From an optimization exercise on the open Yosys and OpenROAD flow, aimed at small area, a short achievable clock period and few clock cycles; shortcuts taken in it are not production practice. No activity file was given, so power comes from the tool's default toggle rates.

Setup of 08-26:
Design akdv_core, start of the top module:
module akdv_core (
    input  wire        clk,
    input  wire        rst,           
    input  wire        cmd_valid,
    output wire        cmd_ready,
    input  wire [1:0]  cmd_op,        
    input  wire [8:0]  cmd_w,
    input  wire [8:0]  cmd_h,
    input  wire [3:0]  cmd_b,
    input  wire [7:0]  cmd_idx,
    output reg         rsp_valid,
    output reg  [3:0]  rsp_acc,
    input  wire        grid_valid,
    output wire        grid_ready,
    input  wire [23:0] grid_rgb,      
    input  wire        pix_valid,
    output wire        pix_ready,
    input  wire [23:0] pix_rgb,       
    output reg         out_valid,
    output reg  [7:0]  out_byte,
    input  wire        rx_valid,
    output wire        rx_ready,
    input  wire [7:0]  rx_byte,
    output reg         lum_valid,
    output reg         lum_bit,
    output reg  [8:0]  lum_pre,
    output reg  [8:0]  lum_post,
    output wire        fault,
    output reg  [1:0]  fault_code     
);
For scale: roughly 4000 cells after synthesis, ~140 I/O pins, ~73000 sq um of cells after synthesis.
Settings: LEC_CHECK=0, CAP_MARGIN=60, CORE_MARGIN=2, CORE_UTILIZATION=40, SLEW_MARGIN=60; clock period 15.0 ns.
standard.sh (not shown) runs the stock make flow with config.mk's settings and CLKGATE_MAP_FILE= SYNTH_SCRIPT=/design/flow/synth_recipe.tcl, a recipe that flattens the netlist after the stock synthesis.
==> flow/flow/run.sh <==
#!/bin/bash
# Standard layout, with fast buffers on the ports instead of the default
# delay-cell buffers that buffer_ports picks on its own.
set -euo pipefail
export BUFFER_PORTS_ARGS="-buffer_cell sky130_fd_sc_hd__buf_4"
bash standard.sh > standard_flow.log 2>&1
### 08-26 -> 08-20
-- flow/design.v --
<<< 08-26, line 84
    assign rx_ready   = rx_rdy;
    assign fault      = fault_r;
    wire        cmd_fire  = cmd_valid & cmd_rdy;
    wire        grid_fire = grid_valid & grid_rdy;
    wire        pix_fire  = pix_valid & pix_rdy;
    wire        rx_fire   = rx_valid & rx_rdy;
    wire        cmd_start = cmd_fire & ~cmd_op[1];
    wire        cmd_reset = cmd_fire & (cmd_op == 2'd3);
>>> 08-20, line 84
    assign rx_ready   = rx_rdy;
    assign fault      = fault_r;
    reg         cmd_ok, grid_ok, pix_ok, rx_ok;
    wire        cmd_en    = (ph != PH_PIX) & cmd_ok;
    wire        grid_en   = (ph == PH_GRID) & grid_ok;
    wire        pix_en    = (ph == PH_PIX) & ~dec & pix_ok;
    wire        rx_en     = (ph == PH_PIX) & dec & rx_ok;
    wire        cmd_fire  = cmd_valid & cmd_en;
    wire        grid_fire = grid_valid & grid_en;
    wire        pix_fire  = pix_valid & pix_en;
    wire        rx_fire   = rx_valid & rx_en;
    wire        cmd_start = cmd_fire & ~cmd_op[1];
    wire        cmd_reset = cmd_fire & (cmd_op == 2'd3);
<<< 08-26, line 125
    reg  [8:0]  rem_n;
    always @(*) begin
        rem_n = rem;
        if (grid_fire & last_cell)
            rem_n = nacc_nx;
        else if (pix_fire)
            rem_n = rem - 9'd1;
        else if (rx_sub)
            rem_n = rem - {2'b00, rx_len_r};
    end
    genvar mi;
>>> 08-20, line 130
    reg  [8:0]  rem_n;
    always @(*) begin
        rem_n = rem - {8'd0, pix_fire | rx_fire} - (rx_sub ? {2'b00, rx_len_r - 7'd1} : 9'd0);
        if (grid_fire & last_cell)
            rem_n = nacc_nx;
    end
    genvar mi;
<<< 08-26, line 221
            f0       <= 1'b0;
            cmd_rdy  <= 1'b1;
            grid_rdy <= 1'b0;
            pix_rdy  <= 1'b0;
>>> 08-20, line 222
            f0       <= 1'b0;
            cmd_rdy  <= 1'b1;
            cmd_ok   <= 1'b1;
            grid_ok  <= 1'b0;
            pix_ok   <= 1'b0;
            rx_ok    <= 1'b0;
            grid_rdy <= 1'b0;
            pix_rdy  <= 1'b0;
<<< 08-26, line 233
            ecnt     <= ecnt_n;
            ra_pend  <= ra_pend_n;
            cmd_rdy  <= (ph != PH_PIX) & ~(grid_fire & last_cell) & ~rx_fire & ~pix_fire &
                        (ecnt_r == 7'd0) & ~cmd_rd & ~rd_pend &
                        ~(rot_busy & rot_rd & (rot_left != 4'd0));
            grid_rdy <= (ph_n == PH_GRID) & safe_n;
            pix_rdy  <= (ph_n == PH_PIX) & ~dec & pix_ok_n;
            rx_rdy   <= (ph_n == PH_PIX) & dec & ~rx_fire &
                        ((ecnt_r == 7'd0) | ((ecnt_r == 7'd1) & iss_ok_n));
            fault_r  <= (ph_n == PH_FAULT);
            if (cmd_start) begin
                sess <= 1'b1;
>>> 08-20, line 238
            ecnt     <= ecnt_n;
            ra_pend  <= ra_pend_n;
            cmd_ok   <= ~rx_fire & ~pix_fire & (ecnt_r == 7'd0) & ~cmd_rd & ~rd_pend &
                        ~(rot_busy & rot_rd & (rot_left != 4'd0));
            grid_ok  <= safe_n;
            pix_ok   <= pix_ok_n;
            rx_ok    <= rx_fire ? ((rx_len == 7'd1) & (rem != 9'd1) & iss_ok_n) :
                                  ((ecnt_r == 7'd0) | ((ecnt_r == 7'd1) & iss_ok_n));
            cmd_rdy  <= (ph != PH_PIX) & ~(grid_fire & last_cell) & ~rx_fire & ~pix_fire &
                        (ecnt_r == 7'd0) & ~cmd_rd & ~rd_pend &
                        ~(rot_busy & rot_rd & (rot_left != 4'd0));
            grid_rdy <= (cmd_start |
                         ((ph == PH_GRID) & ~cmd_reset & ~(grid_fire & last_cell)) |
                         (pix_fire & (rem == 9'd1)) |
                         (rx_fire & rx_last)) & safe_n;
            pix_rdy  <= ~dec & ~cmd_fire & pix_ok_n &
                        (((ph == PH_PIX) & ~(pix_fire & (rem == 9'd1))) | (grid_fire & last_cell));
            rx_rdy   <= dec & ~cmd_fire & ((ph == PH_PIX) | (grid_fire & last_cell)) &
                        (rx_fire ? ((rx_len == 7'd1) & (rem != 9'd1) & iss_ok_n) :
                                   ((ecnt_r == 7'd0) | ((ecnt_r == 7'd1) & iss_ok_n)));
            fault_r  <= ((ph == PH_FAULT) & ~cmd_start & ~cmd_reset) |
                        (rx_fire & (rx_zero | rx_over));
            if (cmd_start) begin
                sess <= 1'b1;
<<< 08-26, line 297
    reg  [5:0]  k1;
    always @(posedge clk) begin
        in_rgb <= grid_rdy ? grid_rgb : pix_rgb;
        k1     <= ksub;
        if (rst) begin
>>> 08-20, line 314
    reg  [5:0]  k1;
    always @(posedge clk) begin
        in_rgb <= ph[1] ? pix_rgb : grid_rgb;       
        k1     <= ksub;
        if (rst) begin
[summary]
Compared 08-20 against 08-26; number of vias per cell within noise.
08-26 → 08-20: post-detailed-routing wire length rose about 1.8%, hold slack rose 0.024 ns, total power fell 0.31%.
On mapped cell area, 08-26 beats 08-20.
| TritonCTS sink count | 08-20 vs 08-26 | ≈ equal |
The run with more setup slack is 08-26; 08-20 has less.
Relative to 08-26, weighted congestion at the end of routability-driven global placement has decreased by about 1.8% in 08-20.
Starting utilization of the core area delta (08-26 -> 08-20): insignificant
Capturing element of the worst setup path = rem_eqh[4]: 08-20; capturing element of the worst setup path = pix_rdy: 08-26
Of 08-26 and 08-20, the lower area of combinational cells with multiple inputs belongs to 08-26.
Number of cells on the worst reg-to-reg path in 08-20 is 3 below 08-26.
08-20 against 08-26; global-route wire length before repair is up slightly.
On post-route minimum period: 08-20 sits above 08-26.
No run of this note included a check of the RTL's function; only the layout flow was run.

garnet:
Another version of the RTL of akdv_core (not shown whole).
Size in the first run: about 2,100 flip-flops, ~140 I/O pins, ~73,000 sq um of cells after synthesis.
==> flow/config.mk <==
export PLATFORM = sky130hd
export DESIGN_NAME = akdv_core
export DESIGN_NICKNAME = akdv_core
export VERILOG_FILES = /design/flow/design.v
export SDC_FILE = /design/flow/constraint.sdc
export NUM_CORES = 4
export LEC_CHECK = 0
export CAP_MARGIN = 60
export CORE_MARGIN = 2
export CORE_UTILIZATION = 40
export SLEW_MARGIN = 60
==> flow/constraint.sdc <==
create_clock -name core_clock -period 15.0 [get_ports {clk}]
set_input_delay 3.0000 -clock core_clock [delete_from_list [all_inputs] [get_ports {clk}]]
set_output_delay 3.0000 -clock core_clock [all_outputs]
set_load 0.01 [all_outputs]
Scripts as last shown in full above: flow/flow/run.sh
The inputs of juniper differ from those of garnet as listed below.
--- a/flow/design.v
+++ b/flow/design.v
@@ -46,23 +46,22 @@
     reg         dec;
     reg         sess;          
     reg         f0;            
     reg  [8:0]  cfg_w;
     reg  [8:0]  cfg_h;
     reg  [3:0]  cfg_b;
     reg  [8:0]  gxe;           
     reg  [8:0]  gye;           
     reg  [5:0]  ksub;          
     reg  [8:0]  nacc;          
     reg  [8:0]  npix;          
-    reg  [7:0]  nm1;           
     reg  [8:0]  rem;           
     reg         cmd_rdy, grid_rdy, pix_rdy, rx_rdy;
     reg         fault_r;
     reg  [6:0]  ecnt;          
     reg         eflag;
     reg         ef0;           
     reg  [7:0]  cp;            
     reg  [8:0]  cpx;           
     reg  [3:0]  cbx;           
     reg  [3:0]  cby;           
     reg  [5:0]  ccell;         
@@ -121,48 +120,48 @@
             if (rx_zero | rx_over)
                 ph_n = PH_FAULT;
             else if (rx_last)
                 ph_n = PH_GRID;
         end
         if (cmd_start)
             ph_n = PH_GRID;
         if (cmd_reset)
             ph_n = PH_IDLE;
     end
     reg  [8:0]  rem_n;
-    wire [8:0]  rem_m1 = rem - 9'd1;
-    wire [8:0]  rem_rx = rem - {2'b00, rx_len_r};
     always @(*) begin
-        rem_n = rx_sub ? rem_rx : rem;
+        rem_n = rem;
         if (grid_fire & last_cell)
             rem_n = nacc_nx;
         else if (pix_fire)
-            rem_n = rem_m1;
+            rem_n = rem - 9'd1;
+        else if (rx_sub)
+            rem_n = rem - {2'b00, rx_len_r};
     end
     genvar mi;
     generate
         for (mi = 0; mi < 16; mi = mi + 1) begin : g_reml
             always @(posedge clk) begin
                 rem_gtl[mi] <= (mi > rem_n[3:0]);
                 rem_eql[mi] <= (mi == rem_n[3:0]);
             end
         end
         for (mi = 0; mi < 8; mi = mi + 1) begin : g_remh
             always @(posedge clk) begin
                 rem_gth[mi] <= (mi > rem_n[6:4]);
                 rem_eqh[mi] <= (mi == rem_n[6:4]);
             end
         end
     endgenerate
     reg         pv1;           
-    wire        cp_last  = (cp == nm1);
+    wire        cp_last  = ({1'b0, cp} + 9'd1 == npix);
     wire        row_end  = (cpx + 9'd1 == cfg_w);
     wire        bx_last  = (cbx == cfg_b - 4'd1);
     wire        blk_last = (cby == cfg_b - 4'd1);
     wire        blk_all  = rd_pend | fa_pend | (rot_busy & ~rot_ra);
     wire        ra_hit   = ra_pend & (cp[7:4] == ra_row);
     wire        iss_dec  = (ecnt != 7'd0) & ~fault_r & ~blk_all & ~ra_hit;
     wire        iss      = pv1 | iss_dec;
     wire        part_row = (cp[3:0] != 4'd15);           
     wire        ra_set   = iss & cp_last & part_row;
     wire        ra_done  = rot_busy & rot_ra & (rot_left == 4'd0);
     wire [6:0]  ecnt_r    = iss_dec ? ecnt - 7'd1 : ecnt;    
@@ -200,34 +199,34 @@
                     cpx_n = cpx + 9'd1;
                     if (bx_last) begin
                         cbx_n   = 4'd0;
                         ccell_n = ccell + 6'd1;
                     end else begin
                         cbx_n   = cbx + 4'd1;
                     end
                 end
             end
         end
     end
+    wire [7:0]  cp_adv    = iss ? (cp_last ? 8'd0 : cp + 8'd1) : cp;
     wire        ra_pend_n = (ra_pend & ~ra_done) | ra_set;
     wire [3:0]  ra_row_n  = ra_set ? cp[7:4] : ra_row;
-    wire [3:0]  cprow1    = cp[7:4] + 4'd1;
-    wire        ra_near   = (ra_pend & ((ra_row == cp[7:4]) | (ra_row == cprow1) |
-                                        (cp_last & (ra_row == 4'd0)))) | ra_set;
-    wire        iss_ok_n  = ~ra_near & ~blk_all & ~cmd_rd;
+    wire        iss_ok_n  = ~(ra_pend_n & (cp_adv[7:4] == ra_row_n)) & ~blk_all & ~cmd_rd;
     wire [5:0]  ksub_n    = grid_fire ? (last_cell ? 6'd0 : ksub + 6'd1) : ksub;
     wire        wrap_now  = iss & cp_last;      
     wire [5:0]  ksub_1    = ksub + 6'd1;
     wire        safe_n    = (rx_fire ? (rx_len <= 7'd2) : (ecnt_r <= 7'd2)) |
                             (~wrap_now & ((ksub_1 < crow) | (blk_last & (ksub_1 < ccell))));
-    wire        pix_ok_n  = ~ra_near & ~blk_all;
+    wire [7:0]  cp_n1     = cp_adv + 8'd1;
+    wire        pix_ok_n  = ~(ra_pend_n & ((cp_adv[7:4] == ra_row_n) | (cp_n1[7:4] == ra_row_n))) &
+                            ~blk_all;
     always @(posedge clk) begin
         if (rst) begin
             ph       <= PH_IDLE;
             sess     <= 1'b0;
             f0       <= 1'b0;
             cmd_rdy  <= 1'b1;
             cmd_ok   <= 1'b1;
             grid_ok  <= 1'b0;
             pix_ok   <= 1'b0;
             rx_ok    <= 1'b0;
             grid_rdy <= 1'b0;
@@ -291,26 +290,23 @@
                 gye <= last_cell ? {5'd0, cfg_b} : gye + {5'd0, cfg_b};
             end else begin
                 gxe <= gxe + {5'd0, cfg_b};
             end
             nacc <= last_cell ? 9'd0 : nacc_nx;
         end
         if (cmd_start)
             ksub <= 6'd0;
         else
             ksub <= ksub_n;
         if (grid_fire & last_cell)
-        begin
             npix <= nacc_nx;
-            nm1  <= nacc_nx[7:0] - 8'd1;
-        end
         rem <= rem_n;
         rem_big <= (rem_n[8:7] != 2'b00);
         rx_len_r <= rx_len;
         cp    <= cp_n;
         cpx   <= cpx_n;
         cbx   <= cbx_n;
         cby   <= cby_n;
         ccell <= ccell_n;
         crow  <= crow_n;
         ef0   <= ef0_n;
         ra_row <= ra_row_n;
- Final estimated routing congestion in global placement went up slightly going from garnet to juniper.
- garnet and juniper ended up with roughly the same final standard cell count with taps included and fillers excluded.
- Summary of juniper over garnet: power density relative to cell area held steady, maximum frequency shrank by 1.0%, minimum setup slack in the final design shrank by 0.047 ns.
Function was not checked in any run of this note: the RTL went through the layout flow alone.

## afterwards: timing with drivers on the ports
The flow's constraints put no driver on any port. The routed layouts listed below were extracted and timed again, unchanged, in two steps. Step 1 (the two cells are an assumption about what drives the block):
set clk [get_ports {clk}]
set_driving_cell -lib_cell sky130_fd_sc_hd__clkbuf_16 $clk
set_driving_cell -lib_cell sky130_fd_sc_hd__buf_2 [delete_from_list [all_inputs] $clk]
Step 2 times the ports against the registers' clock, not the clock port: input delays grow and output delays shrink by t, the midpoint of the rising clock arrivals with the driver on. Slacks: no drivers / after step 1 / after step 2; pairs: no drivers / after step 1.
run	shift t [ns]	setup slack, ns	worst setup path at the end	worst data-port slew with drivers (ns)
08-26	0.898	10.053 / 10.087 / 9.189	input to register	0.07
08-20	0.887	9.879 / 9.936 / 9.048	input to register	0.10
garnet	0.889	10.499 / 10.422 / 9.778	input to register	0.11
juniper	0.900	10.452 / 10.370 / 9.889	input to register	0.12
After both steps setup and hold are still met in every run listed. For 08-26, which loses most, drivers alone change the setup slack by +0.034 ns; drivers and shift together by -0.864 ns.
